Background: an optimization exercise with open tools, aiming at small area, a short achievable clock period and few clock cycles. Do not read the settings as production practice.
Only simulation tests tie the RTL to the original design; equivalence was not proved.
Power figures rest on the tool's default switching activity, not on a simulated workload.

## build 43
Design iono_xact, start of the top module:
module iono_xact (
    input  wire        clk,
    input  wire        rst,
    input  wire        req_valid,
    output wire        req_ready,
    input  wire [2:0]  req_op,
    input  wire        req_bank,
    input  wire [6:0]  req_cmd,
    input  wire [7:0]  req_reg,
    input  wire [7:0]  req_data,
    output wire        rsp_valid,
    output wire        rsp_ok,
    output reg  [7:0]  rsp_value,
    output wire        ex_valid,
    input  wire        ex_ready,
    output wire [1:0]  ex_cs,
    output wire [23:0] ex_tx,
    input  wire        ex_rvalid,
    input  wire [23:0] ex_rx,
    output wire [1:0]  in_err,
    output wire [1:0]  out_err,
    output reg  [1:0]  clr_pending,
    output wire [7:0]  in_inputs0,
    output wire [7:0]  in_inputs1
);
Settings: LEC_CHECK=0, CAP_MARGIN=20, CORE_MARGIN=2, CORE_UTILIZATION=40, SETUP_SLACK_MARGIN=2.4, SLEW_MARGIN=20; clock period 5.0 ns.
standard.sh (not shown) runs the stock make flow with config.mk's settings and CLKGATE_MAP_FILE= SYNTH_SCRIPT=/design/flow/synth_recipe.tcl, a recipe that flattens the netlist after the stock synthesis.
==> flow/flow/run.sh <==
#!/bin/bash
# The standard layout, with two changes to how it is made:
# - the smallest buffer on every input and output port (the standard flow's
#   buffer_ports otherwise picks a larger delay buffer);
# - synthesis does not map to the 3-input XOR/XNOR cells (slow on the CRC trees).
set -euo pipefail
export BUFFER_PORTS_ARGS="-buffer_cell sky130_fd_sc_hd__buf_1"
cd "$(dirname "$0")/.."
plat=$(make -s --no-print-directory -C "$FLOW_HOME" DESIGN_CONFIG="$PWD/config.mk" WORK_HOME="$PWD/orfs" print-DONT_USE_CELLS | sed -n 's/^DONT_USE_CELLS: //p')
extra="sky130_fd_sc_hd__xor3_1 sky130_fd_sc_hd__xor3_2 sky130_fd_sc_hd__xor3_4 sky130_fd_sc_hd__xnor3_1 sky130_fd_sc_hd__xnor3_2 sky130_fd_sc_hd__xnor3_4"
echo "DONT_USE_CELLS: $plat $extra" > dont_use.log
bash standard.sh DONT_USE_CELLS="$plat $extra" finish > standard.log 2>&1
Both conditions hold for build 43: the flow ran to the end and the final layout passed the timing, DRC and antenna checks.
Testbench counts of build 43, summed over its fixed seeds: cycles 10,194.
--- input diff build 43..build 70 ---
--- a/flow/config.mk
+++ b/flow/config.mk
@@ -11 +11 @@
-export SETUP_SLACK_MARGIN = 2.4
+export SETUP_SLACK_MARGIN = 2.5
### Flow results
Of the two candidates, build 43 has the worse highest clock rate and build 70 the better one. Path type of the worst setup path = input pin to output pin: build 43; path type of the worst setup path = flip-flop to output pin: build 70. Build 70 vs build 43: final clock period utilization by the worst path down in build 70. Number of vias per cell, build 70 vs build 43: up slightly. From build 43 to build 70, number of antenna diodes did not move at all. Re cell area after synthesis: no difference whatsoever between build 43 and build 70. Build 43 -> build 70: final cell count increased slightly. Comparing build 70 and build 43, leakage power total is higher on build 70. Relative to build 43, wire length after detailed routing has increased by about 1.4% in build 70.
Edits applied to the flow inputs when going from build 70 to build 24:
--- a/flow/config.mk
+++ b/flow/config.mk
@@ -11 +11 @@
-export SETUP_SLACK_MARGIN = 2.5
+export SETUP_SLACK_MARGIN = 2.6
### Flow results
Build 24 vs. build 70: setup slack rose by 0.017 ns, final weighted congestion of routability-driven global placement went down, clock skew fell by 0.0042 ns, first-pass GRT wire length rose 610 um, final non-filler cell total grew by 2.1%.
Instance area at placement in build 24 vs build 70: up 0.86%
Power density normalized to cell area of build 24 falls short of that of build 70 by a few percent.
Going from build 70 to build 24, the non-clock buffer count was found to have gone up by 17.
Worst slew slack as a fraction of its limit on build 24 is behind build 70.
Lower portion of total power attributed to sequential cells was reported by build 24, not build 70.
#### Input delta (build 89 over build 24)
--- a/flow/config.mk
+++ b/flow/config.mk
@@ -11 +11,3 @@
-export SETUP_SLACK_MARGIN = 2.6
+export CTS_CLUSTER_DIAMETER = 150
+export CTS_CLUSTER_SIZE = 40
+export SETUP_SLACK_MARGIN = 2.5
[summary]
Relative to build 24, the clock buffer count of build 89 is lower by 1.
[build 89 vs build 24] max-slew headroom at the worst pin: higher in build 89
Build 89 reports a higher proportion of cell area spent on the clock network than build 24 does.
Compared with build 24, in build 89 overall power after layout lower; met2 routing resource usage after global routing about even; clock power grew by 8.3%.
Taking build 89 over build 24, the combined area of the multi-input logic cells ratio works out to 0.947.
Number of buffers added for setup after CTS for build 89 is lower than for build 24.
Build 89 ended up with ex_tx[18] as its capture point of the worst path; build 24 ended up with ex_tx[16].
The setup slack of the critical path after layout of build 89 falls short of that of build 24 by 0.017 ns.
Between build 24 and build 89, the difference in number of buffers inserted during clock tree synthesis is negligible.
Max total of fill cells in the finished design across build 24 and build 89: build 89


iono_xact, a different RTL version from the one above (not shown whole).
For scale: roughly 550 cells after synthesis, ~77 flip-flops, about 120 I/O pins, about 5400 µm² of cells after synthesis.
## iono_xact
module iono_xact (
    input  wire        clk,
    input  wire        rst,
    input  wire        req_valid,
    output wire        req_ready,
    input  wire [2:0]  req_op,
    input  wire        req_bank,
    input  wire [6:0]  req_cmd,
    input  wire [7:0]  req_reg,
    input  wire [7:0]  req_data,
    output wire        rsp_valid,
    output wire        rsp_ok,
    output reg  [7:0]  rsp_value,
    output wire        ex_valid,
    input  wire        ex_ready,
    output wire [1:0]  ex_cs,
    output wire [23:0] ex_tx,
    input  wire        ex_rvalid,
    input  wire [23:0] ex_rx,
    output wire [1:0]  in_err,
    output wire [1:0]  out_err,
    output wire [1:0]  clr_pending,
    output wire [7:0]  in_inputs0,
    output wire [7:0]  in_inputs1
);
    localparam [2:0] OP_IN_READ   = 3'd0;
    localparam [2:0] OP_IN_WRITE  = 3'd1;
    localparam [2:0] OP_OUT_READ  = 3'd2;
    localparam [2:0] OP_OUT_WRITE = 3'd3;
    localparam [2:0] OP_OUT_CFG   = 3'd4;
    localparam [2:0] OP_CLEAR     = 3'd5;
    localparam [7:0]  OUT_CMD_READ_REG = 8'h7F;
    localparam [23:0] OUT_RT_FRAME     = 24'h050F03;   
    localparam [1:0]  ATTEMPTS_LAST    = 2'd2;
    reg        busy;       
    reg        vreq;       
    reg        rt;         
    reg        kin;        
    reg        wr;         
    reg        cfg;        
    reg        ldv;        
    reg        bank;
    reg [1:0]  attempt;
    reg        p1ok;       
    reg [15:0] f;          
    reg [6:0]  c;          
    reg        pend;       
    reg        okr;        
  ...
Settings: LEC_CHECK=0, CAP_MARGIN=20, CORE_MARGIN=2, CORE_UTILIZATION=40, SETUP_SLACK_MARGIN=2.2, SLEW_MARGIN=20; clock period 5.0 ns.
==> flow/flow/run.sh <==
#!/bin/bash
# The standard layout, with the smallest buffer on every input and output port
# (the standard flow's buffer_ports otherwise picks a larger delay buffer), and
# without the slow 3-input XOR cells.
set -euo pipefail
export BUFFER_PORTS_ARGS="-buffer_cell sky130_fd_sc_hd__buf_1"
export DONT_USE_CELLS="sky130_fd_sc_hd__xor3_1 sky130_fd_sc_hd__xor3_2 sky130_fd_sc_hd__xor3_4 sky130_fd_sc_hd__xnor3_1 sky130_fd_sc_hd__xnor3_2 sky130_fd_sc_hd__xnor3_4"
bash standard.sh > standard.log 2>&1
The baseline produced a clean layout.
Testbench counts at the start, summed over its fixed seeds: cycles 10,194.
Then changed:
==> flow/flow/run.sh (replaced) <==
#!/bin/bash
# The standard layout, with the smallest buffer on every input and output port
# (the standard flow's buffer_ports otherwise picks a larger delay buffer).
set -euo pipefail
export BUFFER_PORTS_ARGS="-buffer_cell sky130_fd_sc_hd__buf_1"
bash standard.sh > standard.log 2>&1
Settings changed: SETUP_SLACK_MARGIN 2.2 to unset.
=> Core utilization falls by 8.4 points. Critical path depth is lower by 1. Total power goes down by roughly a tenth. Final area shrinks by about a fifth. Count of clock-buffer cells in the layout does not change. Non-clock buffer count falls by 58. Routed wire length drops by roughly a tenth. Die area stays the same. Maximum frequency goes down by about a fifth.
Then changed:
Settings changed: SETUP_SLACK_MARGIN set to 2.2.
After rerunning: Non-clock buffer count grows by 58. Hold slack improves by 22 ps. Area after synthesis does not change. Die area does not change.
Then changed:
Settings changed: SETUP_SLACK_MARGIN 2.2 to 1.8.
What happened: The changed run finished clean; sequential share of layout area rises by 3.1 points; global-route usage goes down by 1.6 points; worst setup slack improved by 34 ps; count of clock-buffer cells in the layout grows by 2; final cell count decreases by 4.5%; combinational power drops by about 20%; fmax rises by 1.1%; via count falls by about 5.5%; power falls by about 7%.


Another version of the RTL of iono_xact (not shown whole).
Size: ~88 flip-flops, about 6800 um^2 of cells after synthesis.
==> flow/config.mk <==
export PLATFORM = sky130hd
export DESIGN_NAME = iono_xact
export DESIGN_NICKNAME = iono_xact
export VERILOG_FILES = /design/flow/design.v
export SDC_FILE = /design/flow/constraint.sdc
export NUM_CORES = 4
export LEC_CHECK = 0
export ABC_AREA = 1
export CAP_MARGIN = 20
export CORE_MARGIN = 2
export CORE_UTILIZATION = 40
export SETUP_SLACK_MARGIN = 2.4
export SLEW_MARGIN = 20
==> flow/constraint.sdc <==
create_clock -name core_clock -period 5.0 [get_ports {clk}]
set_input_delay 1.0000 -clock core_clock [delete_from_list [all_inputs] [get_ports {clk}]]
set_output_delay 1.0000 -clock core_clock [all_outputs]
set_load 0.01 [all_outputs]
==> flow/flow/run.sh <==
#!/bin/bash
# The standard layout, with two changes to how it is made:
# - the smallest buffer on every input and output port (the standard flow's
#   buffer_ports otherwise picks a larger delay buffer);
# - synthesis does not map to the 3-input XOR/XNOR cells (slow on the CRC trees).
set -euo pipefail
export BUFFER_PORTS_ARGS="-buffer_cell sky130_fd_sc_hd__buf_1"
cd "$(dirname "$0")/.."
plat=$(make -s --no-print-directory -C "$FLOW_HOME" DESIGN_CONFIG="$PWD/config.mk" WORK_HOME="$PWD/orfs" print-DONT_USE_CELLS | sed -n 's/^DONT_USE_CELLS: //p')
extra="sky130_fd_sc_hd__xor3_1 sky130_fd_sc_hd__xor3_2 sky130_fd_sc_hd__xor3_4 sky130_fd_sc_hd__xnor3_1 sky130_fd_sc_hd__xnor3_2 sky130_fd_sc_hd__xnor3_4"
echo "DONT_USE_CELLS: $plat $extra" > dont_use.log
bash standard.sh DONT_USE_CELLS="$plat $extra" finish > standard.log 2>&1
The first run went through all stages and came out clean.
Testbench counts at the start, summed over its fixed seeds: cycles 10,194.
Edit:
Settings changed: ABC_AREA 1 to default, SETUP_SLACK_MARGIN 2.4 to 2.6.
Outcome:
- The changed run completed with no timing, DRC or antenna violations
- power goes down by 4.0%
- design area goes down by 17%
- maximum frequency goes up by 2.1%
Edit:
Settings changed: CORE_UTILIZATION 40 to 65, SETUP_SLACK_MARGIN 2.6 to 2.4.
Flip-flop and latch count is unchanged; first-iteration DRC count is higher by 8.1%; clock skew is higher by 5.7 ps.
Edit:
Settings changed: ABC_AREA from default to 1, ABC_CLOCK_PERIOD_IN_PS from default to 3500, CORE_UTILIZATION 65 to 40.
Utilization fell by 28 points.
Wire length goes up by 49%.
Sequential cell count is unchanged.
Combinational power increases by about 14%.
First-iteration DRC count rose by 95%.
Global-route usage drops by 8.7 points.
Sequential share of layout area goes down by 7.4 points.
Synthesized area climbs by 25%.
Edit:
Settings changed: ABC_AREA 1 to default, ABC_CLOCK_PERIOD_IN_PS 3500 to default.
What happened: The new run ran to the end with no violations. Global-route usage drops by 2.5 points. Clock skew is about the same. Critical path depth drops by 9. Power drops by 4.8%. Setup slack gets better by 6.1 ps. Final cell count drops by 41%. Final area drops by 19%. Sequential power stays flat. First-iteration DRC count drops by 47%. Combinational power drops by 13%.

re-timing with driven ports:
No port has a modelled driver above. Below, the same layouts with a new extraction and two added sets of constraints.
Step 1 (the two cells are an assumption about what drives the block):
set clk [get_ports {clk}]
set_driving_cell -lib_cell sky130_fd_sc_hd__clkbuf_16 $clk
set_driving_cell -lib_cell sky130_fd_sc_hd__buf_2 [delete_from_list [all_inputs] $clk]
Step 2 moves the port delays by t, midway between the first and last clock arrival at a register: inputs arrive t later, outputs are due t later. That takes back most of the time a late clock gives input paths.
a / b / c = ideal ports / drivers / drivers and shift; a / b = the first two.
run	t (ns)	setup WS [ns]	worst setup path at the end	latest minus earliest clock arrival (ns)	slew at the worst register clock pin (ns)
build 43	0.376	2.458 / 2.427 / 2.170	input to register	0.006 / 0.006	0.07 / 0.07
build 70	0.391	2.527 / 2.483 / 2.176	input to register	0.012 / 0.013	0.07 / 0.07
build 24	0.389	2.544 / 2.501 / 2.233	input to register	0.007 / 0.006	0.07 / 0.07
build 89	0.391	2.527 / 2.483 / 2.176	input to register	0.012 / 0.013	0.07 / 0.07
the first run of note 2	0.381	1.827 / 1.818 / 1.438	input to register	0.011 / 0.011	0.07 / 0.07
the second run of note 2	0.374	1.267 / 1.272 / 0.897	input to register	0.006 / 0.007	0.06 / 0.06
the third run of note 2	0.381	1.827 / 1.818 / 1.438	input to register	0.011 / 0.011	0.07 / 0.07
the fourth run of note 2	0.377	1.860 / 1.863 / 1.486	input to register	0.009 / 0.008	0.06 / 0.06
the first run of note 3	0.376	2.488 / 2.457 / 2.124	input to register	0.009 / 0.009	0.07 / 0.07
the second run of note 3	0.379	2.539 / 2.502 / 2.266	input to register	0.007 / 0.006	0.07 / 0.07
the third run of note 3	0.393	2.444 / 2.409 / 2.098	input to register	0.012 / 0.012	0.10 / 0.10
the fourth run of note 3	0.376	2.488 / 2.457 / 2.124	input to register	0.009 / 0.009	0.07 / 0.07
the fifth run of note 3	0.381	2.494 / 2.449 / 2.175	input to register	0.008 / 0.008	0.07 / 0.07
After both steps setup and hold are still met in every run listed.
